Context: an optimization exercise on an open-source flow, tuned for small area, a short achievable clock period and few clock cycles. The choices shown serve that exercise and are no tape-out recipe. Only simulation tests tie the RTL to the original design; equivalence was not proved. Power is estimated from default activity; no workload was simulated.

==> flow/design.v <==
module crc32_word (
    input  wire [31:0] r,       
    input  wire [31:0] d,       
    output wire [31:0] q        
);
    wire [31:0] x = r ^ d;
    assign q[0] = ^(x & 32'h04D101DF);
    assign q[1] = ^(x & 32'h09A203BE);
    assign q[2] = ^(x & 32'h1344077D);
    assign q[3] = ^(x & 32'h26880EFA);
    assign q[4] = ^(x & 32'h4D101DF4);
    assign q[5] = ^(x & 32'h9A203BE9);
    assign q[6] = ^(x & 32'h3091760D);
    assign q[7] = ^(x & 32'h6122EC1A);
    assign q[8] = ^(x & 32'hC245D835);
    assign q[9] = ^(x & 32'h805AB1B5);
    assign q[10] = ^(x & 32'h046462B5);
    assign q[11] = ^(x & 32'h08C8C56A);
    assign q[12] = ^(x & 32'h11918AD4);
    assign q[13] = ^(x & 32'h232315A9);
    assign q[14] = ^(x & 32'h46462B53);
    assign q[15] = ^(x & 32'h8C8C56A6);
    assign q[16] = ^(x & 32'h1DC9AC92);
    assign q[17] = ^(x & 32'h3B935924);
    assign q[18] = ^(x & 32'h7726B249);
    assign q[19] = ^(x & 32'hEE4D6493);
    assign q[20] = ^(x & 32'hD84BC8F9);
    assign q[21] = ^(x & 32'hB446902D);
    assign q[22] = ^(x & 32'h6C5C2184);
    assign q[23] = ^(x & 32'hD8B84309);
    assign q[24] = ^(x & 32'hB5A187CC);
    assign q[25] = ^(x & 32'h6F920E46);
    assign q[26] = ^(x & 32'hDF241C8C);
    assign q[27] = ^(x & 32'hBA9938C7);
    assign q[28] = ^(x & 32'h71E37051);
    assign q[29] = ^(x & 32'hE3C6E0A3);
    assign q[30] = ^(x & 32'hC35CC098);
    assign q[31] = ^(x & 32'h826880EF);
endmodule
module frame_extractor (
    input  wire        clk,
    input  wire        rst,             
    input  wire        in_valid,
    output wire        in_ready,
    input  wire [31:0] in_data,
    output reg         out_valid,
    input  wire        out_ready,
    output reg         out_last,
    output reg  [4:0]  out_info,        
    output reg  [31:0] out_stored,
    output reg  [31:0] out_calc,
    output reg  [7:0]  out_type,
    output reg  [31:0] out_length,
    output wire [31:0] out_data_start,
    output reg  [31:0] out_data_end,
    output wire [31:0] out_vlq_count
);
    localparam [1:0] L_HDR   = 2'd0;
    localparam [1:0] L_RUNS  = 2'd1;
    localparam [1:0] L_BYTES = 2'd2;
    reg [1:0]  lstate;
    reg [5:0]  lrc;             
    reg [8:0]  lbc;             
    reg        lbytes;          
    reg        in_ready_q;
    reg        pend_valid;      
    reg        pend_runs_done;
    reg [8:0]  pend_L;
    reg [5:0]  pend_C;
    reg        q1_valid;        
    reg        q1_runs_done;
    reg [8:0]  q1_L;
    reg [5:0]  q1_C;
    reg [5:0]  run_acc;         
    reg [7:0]  wacc;            
    reg [31:0] memE [0:31];     
    reg [31:0] memO [0:31];     
    reg [8:0]  fifo [0:31];
    reg [5:0]  rnext;           
    reg [7:0]  rel_ptr;         
    wire       take;
    assign in_ready = in_ready_q;
    wire       acc     = in_valid & in_ready_q;
    wire       acc_hdr = acc & (lstate == L_HDR);
    wire       acc_run = acc & (lstate == L_RUNS);
    wire       acc_byt = acc & (lstate == L_BYTES);
    wire [8:0] hL      = in_data[8:0];
    wire [5:0] hC      = in_data[21:16];
    reg [1:0]  lstate_n;
    always @(*) begin
        lstate_n = lstate;
        if (acc) begin
            case (lstate)
                L_HDR:   lstate_n = (hC != 6'd0) ? L_RUNS : (hL != 9'd0) ? L_BYTES : L_HDR;
                L_RUNS:  if (lrc <= 6'd2) lstate_n = lbytes ? L_BYTES : L_HDR;
                default: if (lbc <= 9'd4) lstate_n = L_HDR;
            endcase
        end
    end
    wire [5:0] used_r = run_acc - rnext;
    wire [7:0] used_w = wacc - rel_ptr;       
    reg        ready_n;
    always @(*) begin
        case (lstate_n)
            L_HDR:   ready_n = !q1_valid && !(pend_valid && acc_hdr);
            L_RUNS:  ready_n = acc_run ? (used_r <= 6'd28) : (used_r <= 6'd30);
            default: ready_n = used_w[7] || (acc_byt ? (used_w <= 8'd62) : (used_w <= 8'd63));
        endcase
    end
    always @(posedge clk) begin
        if (rst) begin
            lstate         <= L_HDR;
            in_ready_q     <= 1'b1;
            pend_valid     <= 1'b0;
            pend_runs_done <= 1'b0;
            q1_valid       <= 1'b0;
            run_acc        <= 6'd0;
            wacc           <= 8'd0;
        end else begin
            lstate     <= lstate_n;
            in_ready_q <= ready_n;
            if (acc_hdr) begin
                lrc            <= hC;
                lbc            <= hL;
                lbytes         <= (hL != 9'd0);
            end
            if (acc_run) begin
                lrc     <= lrc - 6'd2;
                run_acc <= run_acc + 6'd2;
            end
            if (acc_byt) begin
                lbc  <= lbc - 9'd4;
                wacc <= wacc + 8'd1;
            end
            if (take) begin
                pend_valid     <= q1_valid;
                pend_L         <= q1_L;
                pend_C         <= q1_C;
                pend_runs_done <= q1_runs_done || (acc_run && lrc <= 6'd2);
                q1_valid       <= 1'b0;
                if (acc_hdr) begin
                    if (q1_valid) begin
                        q1_valid     <= 1'b1;
                        q1_L         <= hL;
                        q1_C         <= hC;
                        q1_runs_done <= (hC == 6'd0);
                    end else begin
                        pend_valid     <= 1'b1;
                        pend_L         <= hL;
                        pend_C         <= hC;
                        pend_runs_done <= (hC == 6'd0);
                    end
                end
            end else begin
                if (acc_run && lrc <= 6'd2) begin
                    if (q1_valid) q1_runs_done <= 1'b1;
                    else          pend_runs_done <= 1'b1;
                end
                if (acc_hdr) begin
                    if (pend_valid) begin
                        q1_valid     <= 1'b1;
                        q1_L         <= hL;
                        q1_C         <= hC;
                        q1_runs_done <= (hC == 6'd0);
                    end else begin
                        pend_valid     <= 1'b1;
                        pend_L         <= hL;
                        pend_C         <= hC;
                        pend_runs_done <= (hC == 6'd0);
                    end
                end
            end
        end
    end
    always @(posedge clk) begin
        if (acc_byt && !wacc[0])
            memE[wacc[5:1]] <= in_data;
        if (acc_byt && wacc[0])
            memO[wacc[5:1]] <= in_data;
        if (acc_run) begin
            fifo[{run_acc[4:1], 1'b0}] <= in_data[8:0];
            fifo[{run_acc[4:1], 1'b1}] <= in_data[24:16];
        end
    end
    localparam [2:0] X_IDLE  = 3'd0;    
    localparam [2:0] X_HDR   = 3'd1;    
    localparam [2:0] X_VLQ   = 3'd3;    
    localparam [2:0] X_SETUP = 3'd4;    
    localparam [2:0] X_PAY   = 3'd5;    
    localparam [2:0] X_MISM  = 3'd6;    
    localparam [2:0] X_FIN0  = 3'd7;    
    reg [2:0]  xs;
    reg        hold;            
    reg        idle_d;          
    reg [6:0]  nwords;          
    reg [5:0]  runs_left;       
    reg [5:0]  cur_slots;       
    reg [7:0]  bbase;           
    reg [5:0]  rbase;           
    reg [8:0]  front;           
    reg [8:0]  h;               
    reg [8:0]  rem;             
    reg        hc1, hc2, hc3;   
    reg        dq1;             
    reg        pre_d;           
    reg        dir1;
    reg [8:0]  drop1;
    reg        drop_is_rem_q;
    reg [8:0]  h_drop_q;
    reg [8:0]  rem_drop_q;
    reg [8:0]  p;               
    reg [9:0]  left;            
    reg [7:0]  lq;              
    reg [31:0] w0, w1, w2, w3, w4;
    reg [2:0]  cnt;             
    reg [7:0]  ra;              
    reg [7:0]  wgap;            
    reg        byt_d;           
    reg [7:0]  rleft;           
    reg [31:0] rq0, rq1;        
    reg        rv0, rv1;
    reg [8:0]  fstart;          
    reg [8:0]  o;               
    reg [31:0] stored;
    reg [7:0]  ftype;
    reg [31:0] vacc;            
    reg [7:0]  k;               
    reg        ovf;
    reg        trunc_r;
    reg [9:0]  fs_ds;           
    reg        fin_cont;        
    reg [1:0]  tq;              
    reg        first;           
    reg        fcross;          
    reg [8:0]  pr;              
    reg [31:0] pa;              
    reg        pa_v, pa_first;
    reg [1:0]  pa_tq;
    reg [31:0] crc;
    reg        rec_pending;     
    reg        fin1, fin2;      
    reg        dec_q;           
    reg        rec_tr, rec_ov, rec_pay0, rec_lastv;
    reg [8:0]  rec_p;           
    reg [8:0]  rec_left;        
    reg [8:0]  rec_c;           
    reg [8:0]  pv_front;        
    reg        pv_cons;         
    reg        pv_have;         
    reg        pvd_dir;         
    reg [8:0]  pvd_drop;
    reg [9:0]  ods;
    reg [7:0]  ovq;
    assign out_data_start = {22'd0, ods};
    assign out_vlq_count  = {24'd0, ovq};
    wire       have_run = (runs_left != 6'd0);
    wire [8:0] fifo_rd  = fifo[rnext[4:0]];
    wire [8:0] pend_L3    = pend_L + 9'd3;
    wire [6:0] pend_words = pend_L3[8:2];
    wire       busy = rec_pending | dec_q | hc1 | hc2;
    assign take = (xs == X_IDLE) && pend_valid && pend_runs_done &&
                  ((pend_L != 9'd0) || !rec_pending);
    wire [95:0] wtrip = {w2, w1, w0};
    wire [63:0] B     = wtrip >> {p[1:0], 3'b000};
    wire [31:0] V     = B[31:0];
    wire [7:0]  V0 = B[7:0],   V1 = B[15:8],  V2 = B[23:16], V3 = B[31:24];
    wire [7:0]  B4 = B[39:32], B5 = B[47:40], B6 = B[55:48], B7 = B[63:56];
    function [7:0] gtf(input [9:0] x);
        integer i;
        begin
            for (i = 0; i < 8; i = i + 1)
                gtf[i] = !x[9] && (x[8:0] > i);
        end
    endfunction
    wire        lft0 = lq[0];
    wire        lft1 = lq[1];
    wire        lft2 = lq[2];
    wire        lft3 = lq[3];
    wire        lft4 = lq[4];
    wire        lft5 = lq[5];
    wire        lft6 = lq[6];
    wire        lft7 = lq[7];
    wire        hdr_mism  = !lft1 || (V0 != 8'h44) || (V1 != 8'h00);
    wire [9:0]  n8        = left - 10'd8;          
    wire        hdr_le    = (n8[8:7] != 2'd0) || (B7[6:0] <= n8[6:0]);
    wire [8:0]  hdr_pay   = hdr_le ? {2'b00, B7[6:0]} : n8[8:0];
    wire        hdr_pay0  = (B7[6:0] == 7'd0) || (n8 == 10'd0);
    wire        s_le     = (vacc[31:9] == 23'd0) && (vacc[8:0] <= left[8:0]);
    wire [8:0]  s_pay    = s_le ? vacc[8:0] : left[8:0];
    wire [1:0]  lead     = 2'd0 - tq;
    wire [31:0] pay_word = first ? (V << {lead, 3'b000}) : V;
    reg  [31:0] crc_init;
    always @(*) begin
        case (pa_tq)
            2'd0:    crc_init = 32'hFFFFFFFF;
            2'd1:    crc_init = 32'hA32E2681;
            2'd2:    crc_init = 32'h9A1C9D90;
            default: crc_init = 32'hF0958FD9;
        endcase
    end
    wire [31:0] crc_next;
    crc32_word u_crc (
        .r (pa_first ? crc_init : crc),
        .d (pa),
        .q (crc_next)
    );
    wire [31:0] calc = rec_pay0 ? 32'd0 : ~crc;
    wire        chk  = !rec_tr && !rec_ov && (calc == out_stored);
    reg [3:0] adv;
    always @(*) begin
        case (xs)
            X_HDR:   adv = lft7 ? 4'd8 : 4'd0;
            X_VLQ:   adv = lft0 ? 4'd1 : 4'd0;
            X_PAY:   adv = (first && tq != 2'd0) ? {2'b00, tq} : 4'd4;
            default: adv = 4'd0;
        endcase
    end
    wire       pay_last = (xs == X_PAY) && (pr <= 9'd4);
    wire       enough   = (xs == X_HDR && p[1:0] != 2'd0) ? (cnt >= 3'd3) : (cnt >= 3'd2);
    wire       step     = enough & ~(pay_last & rec_pending);
    reg  [1:0] nsh;
    always @(*) begin
        case (xs)
            X_HDR:   nsh = lft7 ? 2'd2 : 2'd0;
            X_VLQ:   nsh = {1'b0, lft0 && (p[1:0] == 2'd3)};
            X_PAY:   nsh = first ? {1'b0, fcross} : 2'd1;
            default: nsh = 2'd0;
        endcase
    end
    wire [1:0] nshift   = step ? nsh : 2'd0;
    wire [8:0] p_adv    = p + {5'd0, adv};
    wire [9:0] left_adv = left - {6'd0, adv};
    wire [8:0] o_adv    = o + {5'd0, adv};
    wire [2:0] cnt_s = cnt - {1'b0, nshift};
    wire [2:0] cnt_n = cnt_s + {2'b00, rv0} + {2'b00, rv1};
    wire       written0 = !wgap[7] && (wgap != 8'd0);
    wire       written1 = !wgap[7] && (wgap > 8'd1);
    wire       avail0   = rleft[7] || (rleft == 8'd0) || written0;
    wire       avail1   = avail0 && (rleft[7] || (rleft <= 8'd1) || written1);
    wire       mism_go  = (xs == X_MISM) && !busy && !hc3 && !dq1 && pre_d;
    wire       dec_ok   = dec_q && out_info[2];
    wire       pre_mism = ((xs == X_MISM) || (step && xs == X_HDR && hdr_mism)) && !mism_go;
    wire [7:0] ra_pre   = bbase + {1'b0, h_drop_q[8:2]};
    wire       take_go  = take && idle_d && (pend_L != 9'd0) && written0;
    wire       restart  = mism_go || take_go;
    wire       can_rd   = restart || ((xs != X_IDLE) && (xs != X_MISM));
    wire [2:0] held     = cnt + {2'b00, rv0} + {2'b00, rv1};
    wire [2:0] space    = restart ? 3'd5 : (3'd5 - held);
    wire [1:0] n_issue  = !can_rd ? 2'd0 :
                          take_go ? (written1 ? 2'd2 : 2'd1) :
                          (avail1 && space >= 3'd2) ? 2'd2 :
                          (avail0 && space != 3'd0) ? 2'd1 : 2'd0;
    wire [7:0] wg_b     = wgap + {7'd0, byt_d};
    wire [7:0] rd_wgap  = n_issue[1] ? (wg_b - 8'd2) : n_issue[0] ? (wg_b - 8'd1) : wg_b;
    wire [7:0] rd_ra    = n_issue[1] ? (ra + 8'd2) : n_issue[0] ? (ra + 8'd1) : ra;
    wire [7:0] rd_rleft = n_issue[1] ? (rleft - 8'd2) : n_issue[0] ? (rleft - 8'd1) : rleft;
    wire [4:0] ie = ra[5:1] + {4'd0, ra[0]};
    wire [31:0] rdE = memE[ie];
    wire [31:0] rdO = memO[ra[5:1]];
    wire       pv_dir  = !pv_have || (pv_front >= rec_left);
    wire [8:0] pv_drop = pv_dir ? rec_left : pv_front;
    task automatic jump(input [8:0] tgt, input [8:0] tleft, input [6:0] nw);
        begin
            p      <= tgt;
            left   <= {1'b0, tleft};
            lq     <= gtf({1'b0, tleft});
            cnt    <= 3'd0;
            rv0    <= 1'b0;
            rv1    <= 1'b0;
            ra     <= bbase + {1'b0, tgt[8:2]};
            wgap   <= wacc - bbase - {1'b0, tgt[8:2]};
            rleft  <= {1'b0, nw} - {1'b0, tgt[8:2]};
        end
    endtask
    task automatic jump_pre(input [8:0] tgt, input [8:0] tleft);
        begin
            p    <= tgt;
            left <= {1'b0, tleft};
            lq   <= gtf({1'b0, tleft});
            cnt  <= 3'd0;
        end
    endtask
    task automatic consume_run;
        begin
            runs_left <= runs_left - 6'd1;
            front     <= fifo_rd;
            rnext     <= rnext + 6'd1;
        end
    endtask
    task automatic job_done;
        begin
            bbase     <= bbase + {1'b0, nwords};
            rbase     <= rbase + cur_slots;
            rnext     <= rbase + cur_slots;
            runs_left <= 6'd0;
            h         <= 9'd0;
            xs        <= X_IDLE;
            cnt       <= 3'd0;
            rv0       <= 1'b0;
            rv1       <= 1'b0;
        end
    endtask
    task automatic finish_frame(input pay0);
        begin
            out_stored   <= stored;
            out_type     <= ftype;
            out_length   <= vacc;
            ovq          <= k;
            ods          <= fs_ds;
            out_data_end <= {22'd0, fs_ds} + vacc;
            rec_tr       <= trunc_r;
            rec_ov       <= ovf;
            rec_pay0     <= pay0;
            rec_lastv    <= (left == {7'd0, adv});
            rec_p        <= p_adv;
            rec_left     <= left_adv[8:0];
            rec_c        <= o_adv;
            rec_pending  <= 1'b1;
            fin1         <= 1'b1;
        end
    endtask
    always @(posedge clk) begin
        rq0 <= ra[0] ? rdO : rdE;
        rq1 <= ra[0] ? rdE : rdO;
        if (rst) begin
            xs          <= X_IDLE;
            hold        <= 1'b0;
            idle_d      <= 1'b0;
            out_valid   <= 1'b0;
            out_last    <= 1'b0;
            rec_pending <= 1'b0;
            fin1        <= 1'b0;
            fin2        <= 1'b0;
            dec_q       <= 1'b0;
            pa_v        <= 1'b0;
            hc1         <= 1'b1;
            hc2         <= 1'b1;
            hc3         <= 1'b1;
            dq1         <= 1'b0;
            byt_d       <= 1'b0;
            pre_d       <= 1'b0;
            bbase       <= 8'd0;
            rbase       <= 6'd0;
            rnext       <= 6'd0;
            rel_ptr     <= 8'd0;
            runs_left   <= 6'd0;
            h           <= 9'd0;
            cnt         <= 3'd0;
            rv0         <= 1'b0;
            rv1         <= 1'b0;
        end else begin
            rel_ptr <= bbase + {1'b0, h[8:2]};
            hc1           <= 1'b0;
            hc2           <= hc1;
            hc3           <= hc2;
            dq1           <= dec_ok;
            pre_d         <= pre_mism;
            dir1          <= !have_run || (front >= rem);
            drop1         <= (!have_run || (front >= rem)) ? rem : front;
            drop_is_rem_q <= dir1;
            h_drop_q      <= h + drop1;
            rem_drop_q    <= rem - drop1;
            if (out_valid && out_ready) begin
                out_valid   <= 1'b0;
                rec_pending <= 1'b0;
            end
            pa_v <= 1'b0;
            if (pa_v)
                crc <= crc_next;
            fin1  <= 1'b0;
            fin2  <= fin1;
            dec_q <= fin2;
            if (fin1) begin
                pv_front <= (have_run && rec_c < front) ? front - rec_c : fifo_rd;
                pv_cons  <= have_run && !(rec_c < front);
                pv_have  <= have_run && ((rec_c < front) || (runs_left != 6'd1));
            end
            if (fin2) begin
                pvd_dir  <= pv_dir;
                pvd_drop <= pv_drop;
                out_calc  <= calc;
                out_info  <= {rec_ov, rec_tr, chk, 2'b00};
                out_last  <= chk ? rec_lastv : drop_is_rem_q;
                out_valid <= 1'b1;
            end
            if (nshift == 2'd1) begin
                w0 <= w1;
                w1 <= w2;
                w2 <= w3;
                w3 <= w4;
            end else if (nshift == 2'd2) begin
                w0 <= w2;
                w1 <= w3;
                w2 <= w4;
            end
            if (rv0) begin
                case (cnt_s)
                    3'd0:    w0 <= rq0;
                    3'd1:    w1 <= rq0;
                    3'd2:    w2 <= rq0;
                    3'd3:    w3 <= rq0;
                    default: w4 <= rq0;
                endcase
            end
            if (rv1) begin
                case (cnt_s)
                    3'd0:    w1 <= rq1;
                    3'd1:    w2 <= rq1;
                    3'd2:    w3 <= rq1;
                    default: w4 <= rq1;
                endcase
            end
            cnt   <= cnt_n;
            rv0   <= (n_issue != 2'd0);
            rv1   <= n_issue[1];
            ra    <= rd_ra;
            wgap  <= rd_wgap;
            byt_d <= acc_byt;
            rleft <= rd_rleft;
            if (step) begin
                p    <= p_adv;
                left <= left_adv;
                lq   <= gtf(left_adv);
                o    <= o_adv;
                case (xs)
                    X_HDR: begin
                        fstart       <= p;
                        o            <= 9'd8;
                        stored       <= {lft2 ? V2 : 8'd0, lft3 ? V3 : 8'd0,
                                         lft4 ? B4 : 8'd0, lft5 ? B5 : 8'd0};
                        ftype        <= lft6 ? B6 : 8'd0;
                        ovf          <= 1'b0;
                        tq           <= hdr_pay[1:0];
                        fcross       <= (hdr_pay[1:0] == 2'd0) ||
                                        (({1'b0, p[1:0]} + {1'b0, hdr_pay[1:0]}) >= 3'd4);
                        first        <= 1'b1;
                        pr           <= hdr_pay;
                        if (hdr_mism) begin
                            xs <= X_MISM;
                        end else if (!lft7) begin
                            vacc     <= 32'd0;
                            k        <= 8'd0;
                            fs_ds    <= {1'b0, p} + 10'd7;
                            trunc_r  <= 1'b1;
                            fin_cont <= 1'b0;
                            xs       <= X_FIN0;
                        end else begin
                            vacc     <= {25'd0, B7[6:0]};
                            k        <= 8'd1;
                            fs_ds    <= {1'b0, p} + 10'd8;
                            trunc_r  <= !hdr_le;
                            fin_cont <= 1'b1;
                            if (B7[7])
                                xs <= X_VLQ;
                            else if (hdr_pay0)
                                xs <= X_FIN0;
                            else
                                xs <= X_PAY;
                        end
                    end
                    X_VLQ: begin
                        if (!lft0) begin
                            fs_ds    <= {1'b0, p};
                            trunc_r  <= 1'b1;
                            fin_cont <= 1'b0;
                            xs       <= X_FIN0;
                        end else begin
                            if (vacc[31:25] != 7'd0) ovf <= 1'b1;
                            vacc <= {vacc[24:0], V0[6:0]};
                            k    <= k + 8'd1;
                            if (!V0[7]) xs <= X_SETUP;
                        end
                    end
                    X_SETUP: begin
                        fs_ds    <= {1'b0, p};
                        trunc_r  <= !s_le;
                        tq       <= s_pay[1:0];
                        fcross   <= (s_pay[1:0] == 2'd0) ||
                                    (({1'b0, p[1:0]} + {1'b0, s_pay[1:0]}) >= 3'd4);
                        first    <= 1'b1;
                        pr       <= s_pay;
                        fin_cont <= 1'b1;
                        xs       <= (s_pay == 9'd0) ? X_FIN0 : X_PAY;
                    end
                    X_PAY: begin
                        pa       <= pay_word;
                        pa_v     <= 1'b1;
                        pa_first <= first;
                        pa_tq    <= tq;
                        first    <= 1'b0;
                        pr       <= pr - {6'd0, adv};
                        if (pay_last) begin
                            finish_frame(1'b0);
                            xs <= X_HDR;
                        end
                    end
                    X_FIN0: begin
                        if (!rec_pending && !hold) begin
                            finish_frame(1'b1);
                            xs   <= fin_cont ? X_HDR : X_FIN0;
                            hold <= !fin_cont;
                        end
                    end
                    default: ;
                endcase
            end
            if (mism_go) begin
                out_valid    <= 1'b1;
                rec_pending  <= 1'b1;
                out_info     <= 5'b00001;
                out_last     <= drop_is_rem_q;
                out_stored   <= 32'd0;
                out_calc     <= 32'd0;
                out_type     <= 8'd0;
                out_length   <= 32'd0;
                ovq          <= 8'd0;
                ods          <= {1'b0, h};
                out_data_end <= {23'd0, h_drop_q};
                h            <= h_drop_q;
                rem          <= rem_drop_q;
                hc1          <= 1'b1;
                if (have_run) consume_run;
                if (drop_is_rem_q) begin
                    job_done;
                end else begin
                    xs <= X_HDR;
                    jump_pre(h_drop_q, rem_drop_q);
                end
            end
            if (dec_q) begin
                if (out_info[2]) begin
                    h             <= rec_p;
                    rem           <= rec_left;
                    front         <= pv_front;
                    dir1          <= pvd_dir;
                    drop1         <= pvd_drop;
                    drop_is_rem_q <= pvd_dir;
                    h_drop_q      <= rec_p + pvd_drop;
                    rem_drop_q    <= rec_left - pvd_drop;
                    if (pv_cons) begin
                        runs_left <= runs_left - 6'd1;
                        rnext     <= rnext + 6'd1;
                    end
                    if (out_last) job_done;
                end else begin
                    hold <= 1'b0;
                    hc1  <= 1'b1;
                    h    <= h_drop_q;
                    rem  <= rem_drop_q;
                    if (have_run) consume_run;
                    if (out_last) begin
                        job_done;
                    end else begin
                        xs <= X_HDR;
                        jump(h_drop_q, rem_drop_q, nwords);
                    end
                end
            end
            if (take) begin
                nwords    <= pend_words;
                runs_left <= pend_C;
                cur_slots <= (pend_C + 6'd1) & 6'b111110;
                if (pend_C != 6'd0) begin
                    front <= fifo_rd;
                    rnext <= rnext + 6'd1;
                end
                h   <= 9'd0;
                rem <= pend_L;
                hc1 <= 1'b1;
                if (pend_L == 9'd0) begin
                    out_valid    <= 1'b1;
                    rec_pending  <= 1'b1;
                    out_last     <= 1'b1;
                    out_info     <= 5'b00010;
                    out_stored   <= 32'd0;
                    out_calc     <= 32'd0;
                    out_type     <= 8'd0;
                    out_length   <= 32'd0;
                    ovq          <= 8'd0;
                    ods          <= 10'd0;
                    out_data_end <= 32'd0;
                    rbase        <= rbase + ((pend_C + 6'd1) & 6'b111110);
                    rnext        <= rbase + ((pend_C + 6'd1) & 6'b111110);
                end else if (take_go) begin
                    xs    <= X_HDR;
                    rleft <= {1'b0, pend_words} - {6'd0, n_issue};
                    jump_pre(9'd0, pend_L);
                end else begin
                    xs <= X_HDR;
                    jump(9'd0, pend_L, pend_words);
                end
            end
            idle_d <= (xs == X_IDLE) && !(take && pend_L != 9'd0);
            if (pre_mism) begin
                ra    <= ra_pre;
                wgap  <= wacc - bbase - {1'b0, h_drop_q[8:2]};
                rleft <= {1'b0, nwords} - {1'b0, h_drop_q[8:2]};
            end
            if (xs == X_IDLE && !(take && pend_L != 9'd0)) begin
                ra   <= bbase;
                wgap <= wacc - bbase;
            end
        end
    end
endmodule
==> flow/run.sh <==
#!/bin/bash
# synth_recipe.tcl (not shown) runs the flow's synth.tcl, then flattens the netlist and writes it again
# the make line also repeats each setting of config.mk as NAME=value (left out here)
make -C /OpenROAD-flow-scripts/flow DESIGN_CONFIG=/design/flow/config.mk WORK_HOME=/design/flow/orfs CLKGATE_MAP_FILE= SYNTH_SCRIPT=/design/flow/synth_recipe.tcl finish
==> flow/config.mk <==
export PLATFORM = sky130hd
export DESIGN_NAME = frame_extractor
export DESIGN_NICKNAME = frame_extractor
export VERILOG_FILES = /design/flow/design.v
export SDC_FILE = /design/flow/constraint.sdc
export NUM_CORES = 4
export LEC_CHECK = 0
export CAP_MARGIN = 20
export CORE_MARGIN = 2
export CORE_UTILIZATION = 60
export CTS_BUF_LIST = sky130_fd_sc_hd__clkbuf_8
export SETUP_SLACK_MARGIN = 3.8
export SLEW_MARGIN = 20
export SYNTH_MEMORY_MAX_BITS = 16384
==> flow/constraint.sdc <==
create_clock -name core_clock -period 7.0 [get_ports {clk}]
set_input_delay 1.4000 -clock core_clock [delete_from_list [all_inputs] [get_ports {clk}]]
set_output_delay 1.4000 -clock core_clock [all_outputs]
set_load 0.01 [all_outputs]
==> summary.md <==
| Metric | Value |
|---|---|
| Placed Cells incl. Taps | `12000` |
| Post-Synthesis Cell Area | `142000 um^2` |
| Vias | `88300` |
| PnR worst setup slack | `3.19 ns` |
| R2R Path End | `w3[14]` |
| Share of layout cells above drive strength 1 | `0.300` |
| Pwr dens | `242 nW/um^2` |
| Die ar. | `241000 um^2` |
| Die W | `491 um` |
| Compound-cell area share of the yosys netlist | `0.0536` |
| Yosys reg bits | `3197` |
| Synth area leaders | `edfxtp_1, mux4_2, mux2i_1, dfxtp_1, xnor2_1` |
| Reg2Reg Launch Point | `pr[6]` |
| Mux contribution to synthesized area | `0.154` |
| CP bufs+invs | `8` |
| RePlAce Congestion | `0.922` |
| Port Buf Inserts | `197` |
| Maximum clock path buffer count | `4` |
| Final worst-path cycle share | `0.545` |
| Nets | `10200` |
| Peak VDD IR | `0.000286 V` |
| CTS H-Tree Depth | `6` |
| Slew headroom | `0.211` |
| Slew Limit Fails | `0` |
| Crit path time final | `3.81 ns` |
| Data required, critical path | `7.93 ns` |
| Critical Path AT | `4.75 ns` |
| Asr flop ratio synth | `0` |
| Final hold vios | `0` |
| Critical path's largest stage delay | `0.57 ns` |
| Ys Warns | `1` |
| Cell chain of the critical path | `or4_4 > nor4b_4 > buf_4 > a31oi_4 > nand2_8 > clkinv_4 > ha_4 > inv_2 > fa_2 > xor2_4 > buf_6 > buf_6 > nand3_4 > buf_12 > buf_12 > buf_16 > nand3_1 > o21ai_0 > o21ai_0` |
| Number of DRC markers in iteration 0 | `11800` |
| Worst slack, placed | `1.41 ns` |
| Slowest CP cell | `or4_4` |
| Worst setup SP type | `register` |
| XOR/XNOR share of the synthesized area | `0.0315` |
| CTS tree | `built` |
| Area leader, netlist | `edfxtp_1` |
| Drt wl/cell | `31.3 um` |
| CP endpoint | `w3[14]` |
| Largest net degree at the start of global routing | `151` |
| TritonCTS buffer count | `541` |
| Post-synth EDFFs | `3044` |
| Clock Pin Slew Worst Setup and Hold Paths | `0.07 ns` |
| Synth top area share | `0.643` |
| Most frequent cells after synthesis | `edfxtp_1, mux4_2, nand2_1` |
| Skew-Pair Late Insertion Delay | `1.14 ns` |
| HPWL reported at the end of detailed placement | `241000 um` |
| Area growth syn-to-layout | `18.5%` |
| Residual DRC count | `0` |
| Distinct cells, synth | `93` |
| Final Non-Filler Cells | `13500` |
| Post-CTS Hold Buffers | `0` |
| I/O pin total | `244` |
| Register area share after synthesis | `0.665` |
| HP Class | `reg -> reg` |
| Grt total ovfl | `0` |
| GRT Total Usage | `0.344` |
| Worst slew pin tran | `1.18 ns` |
| Vias in the first global route | `86200` |
| Crit path max fanout | `9` |
| Adder-Cell Fraction of Synth Area | `0.0214` |
| Setup TNS | `0 ns` |
| Largest family of logic cells by synthesized area | `multiplexers` |
| Setup crit start | `pr[6]` |
| Status | `timing/DRC/antenna clean` |
| Worst path depth | `19` |
| Core Area | `235000 um^2` |
| WS Path Type | `reg -> reg` |
| Syn Inst Count | `8918` |
| Initial Util | `0.603` |
| Post-Route WL | `423000 um` |
| Count leader, synth | `edfxtp_1` |
| RSZ-0062 raised after global routing | `true` |
| Max_cap viols | `0` |
| Clock Sinks | `3197` |
| Initial antenna violation count | `12` |
| Die span in y | `491 um` |
| Max Freq | `262 MHz` |
| Endpoint type of the worst setup path | `register` |
| Clock root buffer | `clkbuf_8` |
| Antenna viol nets, final | `0` |
| Power Total | `40.8 mW` |
| Clock skew | `0.110 ns` |
| Simple-Gate Fraction of Synth Area | `0.0535` |
| First-pass GRT wire length | `601000 um` |
| Largest delay share family, worst path | `simple AND/OR/NAND/NOR gates` |
| Endpoints failing setup | `0` |
| Vias per cell | `6.53` |
| # rows | `178` |
| Pleak | `58.5 nW` |
| Most used flip-flop cell after synthesis | `edfxtp_1` |
| TritonRoute pass-1 iters | `9` |
| R2r worst-path depth | `19` |
| Syn_area_per_cell | `15.9 um^2` |
| R2R setup slack | `3.19 ns` |
worst min path at each step:
stage                  from      to  slack, ns  cells past startpoint
floorplan               ovf  rec_ov       0.40                      0
global placement    trunc_r  rec_tr       0.40                      0
detailed placement  trunc_r  rec_tr       0.40                      0
CTS                 trunc_r  rec_tr       0.42                      0
global route        trunc_r  rec_tr       0.43                      0
finish              trunc_r  rec_tr       0.42                      0
logic make-up (layout without fill, tap and decap cells):
kind of cell    Yosys count  count (layout)
compound gates         1301            1301
xor+xnor                503             503
fa+ha+maj               228             228
buf+inv                 722            2075
flops                  3197            3197
mux                    1244            1244
other cells               1              55
simple gates           1722            1760
power breakdown:
part | switching [mW] | internal [mW] | leakage [nW]
logic | 1.97 | 1.53 | 23.8
clock network | 7.57 | 7.86 | 5.63
registers | 0.546 | 21.3 | 29.0
metrics by stage:
step	util	hold WS (ns)	instance area [um^2]
after CTS	0.701	0.419	165000
after floorplan	-	0.400	143000
after detailed placement	0.631	0.405	149000
after global placement	0.631	0.405	149000
after global routing	0.715	0.427	168000
final	0.715	0.418	168000
metal layers:
metal | routed length (um) | share of wire | GRT usage | vias to the layer above
li1 | - | - | - | 36800
met1 | 160000 | 0.38 | 0.477 | 45100
met2 | 199000 | 0.47 | 0.540 | 5237
met3 | 42400 | 0.10 | 0.0643 | 1134
met4 | 22200 | 0.052 | 0.151 | 4
met5 | 27 | 0.000064 | 0 | -
placed cells by master (no fill, tap or decap), types with 214 or more instances in the layout:
cell,synthesis,layout
o21ai_0,389,214
xnor2_1,296,273
inv_1,191,364
nand2_1,659,615
edfxtp_1,3044,3044
mux4_2,738,742
nor2_1,571,456
a21oi_1,498,415
buf_4,59,487
clkbuf_8,0,564
mux2i_1,447,394
final cells by class:
| type | instances | area, um^2 |
|---|---|---|
| Inverter | 197 | 817 |
| Antenna cell | 9 | 22.5 |
| Timing Repair Buffer | 934 | 9920 |
| Fill cell | 15300 | 67000 |
| Sequential cell | 3197 | 94500 |
| Tap cell | 3150 | 3940 |
| Clock inverter | 380 | 1980 |
| Timing Repair inverter | 1 | 8.76 |
| Clock buffer | 563 | 7750 |
| Multi-Input combinational cell | 5082 | 49400 |
timing repair:
item	4_1_cts	5_1_grt
cloned	89	14
buffers inserted	360	111
pin swaps	188	148
endpoints found under the setup margin	3032	985
gates resized for setup	1144	517
Testbench counts, summed over its fixed seeds: cycles 20,120.

-- what the ideal ports hide --
In the flow no input, the clock included, has a driving cell. The finished layout below was timed again as built, in two steps.
Step 1: set_driving_cell puts a clkbuf_16 on clk and a buf_2 on each other input, an assumption about the parent block.
Step 2 moves the port delays by t, midway between the first and last clock arrival at a register: inputs arrive t later, outputs are due t later. That takes back most of the time a late clock gives input paths.
a / b / c = no drivers / after step 1 / after step 2; a / b = the first two.
t (ns): 1.177
setup slack, ns: 3.188 / 3.188 / 2.801
hold WS [ns]: 0.418 / 0.418 / 0.418
worst setup path after step 2: input to register
worst register clock-pin slew, ns: 0.07 / 0.07
After both steps setup and hold are still met in this run. The setup slack of this run moves by 0.000 ns with the drivers and by -0.387 ns with both steps.
